What follows belongs to an exercise in optimizing a design on an open flow for small area; a production flow would make more cautious choices. Where RTL was checked, it was by simulation tests only, not by an equivalence proof against the original. No activity file was given, so power comes from the tool's default toggle rates.

// pmu_engine
module pmu_engine (
    input             clk,
    input             rst,         
    input             cmd_we,      
    input      [31:0] cmd_in,
    input             arg_we,      
    input      [31:0] arg_in,
    input      [3:0]  dbuf_we,     
    input      [31:0] dbuf_in,     
    output     [7:0]  status,
    output     [7:0]  seq_pc,
    output     [95:0] res,
    output     [31:0] dbuf,
    output reg        bus_req,
    output reg        bus_we,
    output reg [7:0]  bus_addr,
    output reg [2:0]  bus_len,
    output reg [31:0] bus_wdata,   
    input             bus_ack,
    input             bus_err,
    input      [31:0] bus_rdata,   
    output reg        slp_req,
    input             slp_ack
);
Size in the first run: about 2100 cells after synthesis, roughly 200 flip-flops, ~330 I/O pins, ~0.015 mm2 of cells after synthesis.
clock: 30.0 ns
lec_check: 0
abc_area: 1
cap_margin: 20
core_margin: 2
core_utilization: 40
place_density: 0.6
slew_margin: 20
standard.sh (not shown) runs the stock make flow with config.mk's settings and CLKGATE_MAP_FILE= SYNTH_SCRIPT=/design/flow/synth_recipe.tcl, a recipe that flattens the netlist after the stock synthesis.
==> flow/flow/run.sh <==
#!/bin/bash
# Standard layout, with the smallest buffer cell for the port buffers and a
# flatter clock tree without dummy loads. Each tool's output goes to its own
# log file in this folder (ORFS keeps its per-step logs under orfs/logs).
set -euo pipefail
bash standard.sh \
  "BUFFER_PORTS_ARGS=-buffer_cell sky130_fd_sc_hd__buf_1" \
  "CTS_ARGS=-repair_clock_nets -buf_list sky130_fd_sc_hd__clkbuf_16 -sink_clustering_size 30 -sink_clustering_max_diameter 100 -dont_use_dummy_load" \
  finish > orfs_make.log 2>&1
Then changed:
==> flow/flow/run.sh (replaced) <==
#!/bin/bash
# Own layout flow: the standard ORFS flow with three changes.
#  1. Synthesis: the standard synthesis script (synth_recipe.tcl, via standard.sh) with an
#     area-oriented ABC script and without full-adder extraction. The registers are mapped
#     before ABC runs, so they are the standard synthesis's registers.
#  2. Port buffers use the smallest buffer cell (every port is still buffered).
#  3. Clock tree: clkbuf_8 buffers in small clusters, no dummy loads.
# Each tool's output goes to a log file of its own in this folder; ORFS also keeps its
# per-step logs under orfs/logs.
set -euo pipefail
here=$(pwd)
rm -rf "$here/synth_scripts"
cp -r "$FLOW_HOME/scripts" "$here/synth_scripts"
cp "$here/flow/abc_area.script" "$here/synth_scripts/abc_area.script"
bash standard.sh "SCRIPTS_DIR=$here/synth_scripts" "ADDER_MAP_FILE=" synth > synth.log 2>&1
bash standard.sh \
  "BUFFER_PORTS_ARGS=-buffer_cell sky130_fd_sc_hd__buf_1" \
  "CTS_ARGS=-repair_clock_nets -buf_list sky130_fd_sc_hd__clkbuf_8 -sink_clustering_enable -sink_clustering_size 12 -sink_clustering_max_diameter 50 -dont_use_dummy_load" \
  finish > pnr.log 2>&1
==> flow/flow/abc_area.script (new file) <==
strash
dch -f
amap
mfs2
strash
dch -f
amap
mfs2
strash
dch -f
amap
topo
Maximum frequency shrinks by 26%.
Hold slack loses 19 ps.
Utilization went up by 1.2 points.
Then changed:
==> flow/flow/run.sh (replaced) <==
#!/bin/bash
# Standard layout, with the smallest buffer cell for the port buffers and a
# flatter clock tree without dummy loads. Each tool's output goes to its own
# log file in this folder (ORFS keeps its per-step logs under orfs/logs).
set -euo pipefail
bash standard.sh \
  "BUFFER_PORTS_ARGS=-buffer_cell sky130_fd_sc_hd__buf_1" \
  "CTS_ARGS=-repair_clock_nets -buf_list sky130_fd_sc_hd__clkbuf_8 -sink_clustering_size 16 -sink_clustering_max_diameter 60 -dont_use_dummy_load" \
  finish > orfs_make.log 2>&1
removed: flow/flow/abc_area.script
Result: Die area increases by about 16%. Routed wire length grows by about 8%. Synthesized cell count came out higher by about 27%. Cell area goes up by 12%. Register-to-register slack improved by 1600 ps. Total power goes down by 3.1%.
Then changed:
==> flow/flow/run.sh (replaced) <==
#!/bin/bash
# Own layout flow: the standard ORFS flow with three changes.
#  1. Synthesis: the standard synthesis script (synth_recipe.tcl, via standard.sh) with an
#     area-oriented ABC script and without full-adder extraction. The registers are mapped
#     before ABC runs, so they are the standard synthesis's registers.
#  2. Port buffers use the smallest buffer cell (every port is still buffered).
#  3. Clock tree: clkbuf_8 buffers in small clusters, no dummy loads.
# Each tool's output goes to a log file of its own in this folder; ORFS also keeps its
# per-step logs under orfs/logs.
set -euo pipefail
here=$(pwd)
rm -rf "$here/synth_scripts"
cp -r "$FLOW_HOME/scripts" "$here/synth_scripts"
cp "$here/flow/abc_area.script" "$here/synth_scripts/abc_area.script"
bash standard.sh "SCRIPTS_DIR=$here/synth_scripts" "ADDER_MAP_FILE=" synth > synth.log 2>&1
bash standard.sh \
  "BUFFER_PORTS_ARGS=-buffer_cell sky130_fd_sc_hd__buf_1" \
  "CTS_ARGS=-repair_clock_nets -buf_list {sky130_fd_sc_hd__clkbuf_8 sky130_fd_sc_hd__clkbuf_16} -sink_clustering_size 16 -sink_clustering_max_diameter 60 -dont_use_dummy_load" \
  finish > pnr.log 2>&1
==> flow/flow/abc_area.script (new file) <==
strash
dch -f
amap
mfs2
strash
dch -f
amap
mfs2
strash
dch -f
amap
topo
The changed run produced a clean layout.
First-iteration DRC count goes up by 13%.
Fmax goes down by 25%.
Sequential share of layout area goes up by 3.5 points.
Die area goes down by 14%.
Power goes up by 8.5%.
Setup slack gets worse by 3700 ps.
No functional check of the RTL was part of any run of this note.


build 43:
Another version of the RTL of pmu_engine (not shown whole).
Size in the first run: ~1600 cells after synthesis, roughly 330 I/O pins.
clock: 30.0 ns
lec_check: 0
abc_area: 1
cap_margin: 20
core_margin: 2
core_utilization: 40
place_density: 0.6
slew_margin: 20
==> flow/flow/run.sh <==
#!/bin/bash
# Own layout flow: the standard ORFS flow with three changes.
#  1. Synthesis: the standard synthesis script (synth_recipe.tcl, via standard.sh) with an
#     area-oriented ABC script and without full-adder extraction. The registers are mapped
#     before ABC runs, so they are the standard synthesis's registers.
#  2. Port buffers use the smallest buffer cell (every port is still buffered).
#  3. Clock tree: clkbuf_8 / clkbuf_16 buffers, no dummy loads.
# Each tool's output goes to a log file of its own in this folder; ORFS also keeps its
# per-step logs under orfs/logs.
set -euo pipefail
here=$(pwd)
rm -rf "$here/synth_scripts"
cp -r "$FLOW_HOME/scripts" "$here/synth_scripts"
cp "$here/flow/abc_area.script" "$here/synth_scripts/abc_area.script"
bash standard.sh "SCRIPTS_DIR=$here/synth_scripts" "ADDER_MAP_FILE=" synth > synth.log 2>&1
bash standard.sh \
  "BUFFER_PORTS_ARGS=-buffer_cell sky130_fd_sc_hd__buf_1" \
  "CTS_ARGS=-repair_clock_nets -buf_list {sky130_fd_sc_hd__clkbuf_8 sky130_fd_sc_hd__clkbuf_16} -sink_clustering_size 16 -sink_clustering_max_diameter 60 -dont_use_dummy_load" \
  finish > pnr.log 2>&1
==> flow/flow/abc_area.script <==
strash
dch -f
amap
mfs2
strash
dch -f
amap
mfs2
strash
dch -f
amap
topo
The final layout from build 43, which completed every stage, passed the timing, DRC and antenna checks at the end of the flow.
Inputs modified between build 43 and build 25:
diff --git a/flow/flow/run.sh b/flow/flow/run.sh
--- a/flow/flow/run.sh
+++ b/flow/flow/run.sh
@@ -7 +7 @@
-#  3. Clock tree: clkbuf_8 / clkbuf_16 buffers, no dummy loads.
+#  3. Clock tree: clkbuf_8 buffers in small sink clusters, no dummy loads.
@@ -18 +18 @@
-  "CTS_ARGS=-repair_clock_nets -buf_list {sky130_fd_sc_hd__clkbuf_8 sky130_fd_sc_hd__clkbuf_16} -sink_clustering_size 16 -sink_clustering_max_diameter 60 -dont_use_dummy_load" \
+  "CTS_ARGS=-repair_clock_nets -buf_list sky130_fd_sc_hd__clkbuf_8 -sink_clustering_enable -sink_clustering_size 8 -sink_clustering_max_diameter 40 -dont_use_dummy_load" \
## What came out
- Build 25: met3 layer wire length in the routed design is about 3.3% lower than what build 43 reported.
- Build 43 leaves more setup margin than build 25.
- On global routing met3 resource utilization, build 43 and build 25 are basically level.
- Between build 25 and build 43, it is build 25 whose power drawn by the clock network is lower, by 28%.
- Sort build 43 and build 25 by total design power desc -> top: build 43
- The clock-buffer cell count on build 43 is in line with that on build 25.
- | final design instance area without fill | higher: build 43 |
- Via count was higher in the run labelled build 43.
Edits applied to the flow inputs when going from build 25 to build 82:
diff --git a/flow/flow/run.sh b/flow/flow/run.sh
--- a/flow/flow/run.sh
+++ b/flow/flow/run.sh
@@ -7 +7 @@
-#  3. Clock tree: clkbuf_8 buffers in small sink clusters, no dummy loads.
+#  3. Clock tree: clkbuf_8 / clkbuf_16 buffers, no dummy loads.
Results
- All of build 82 and build 25 finish clean.
- Setup slack came out exactly the same in build 82 and build 25.
- Diff build 82..build 25 | clock period minus worst slack | unchanged
- CTS buffer count came out exactly the same in build 82 and build 25.
- Looking at build 82 and build 25, the synthesized cell count is a wash.
- From build 82 to build 25, total power did not move at all.
- Delta (build 82 minus build 25): aggregate routed wire length about even; post-synthesis instance area neither gained nor lost much; critical path depth has remained practically unchanged.

==> what the ideal ports hide <==
How much do the figures lean on ideal ports? The routed layouts below were timed once more, with nothing changed but the port constraints.
Step 1 assumes that a clkbuf_16 drives the clock port and a buf_2 every other input.
Step 2, shift: input delay + t, output delay - t, t = (earliest + latest rising clock arrival at the registers) / 2. This alone moves slack from input paths to output paths.
Slacks: ideal ports / drivers / drivers and shift; pairs: ideal ports / drivers.
run	t (ns)	setup WS [ns]	worst setup path after step 2
the first run of note 1	0.500	19.308 / 19.251 / 19.752	register to output
the second run of note 1	0.554	15.575 / 15.523 / 16.077	register to output
the third run of note 1	0.534	19.269 / 19.218 / 19.751	register to output
the fourth run of note 1	0.507	15.608 / 15.554 / 16.061	register to output
build 43	0.510	17.777 / 17.718 / 18.229	register to output
build 25	0.552	17.605 / 17.552 / 18.104	register to output
build 82	0.552	17.605 / 17.552 / 18.104	register to output
After both steps setup and hold are still met in every run listed.
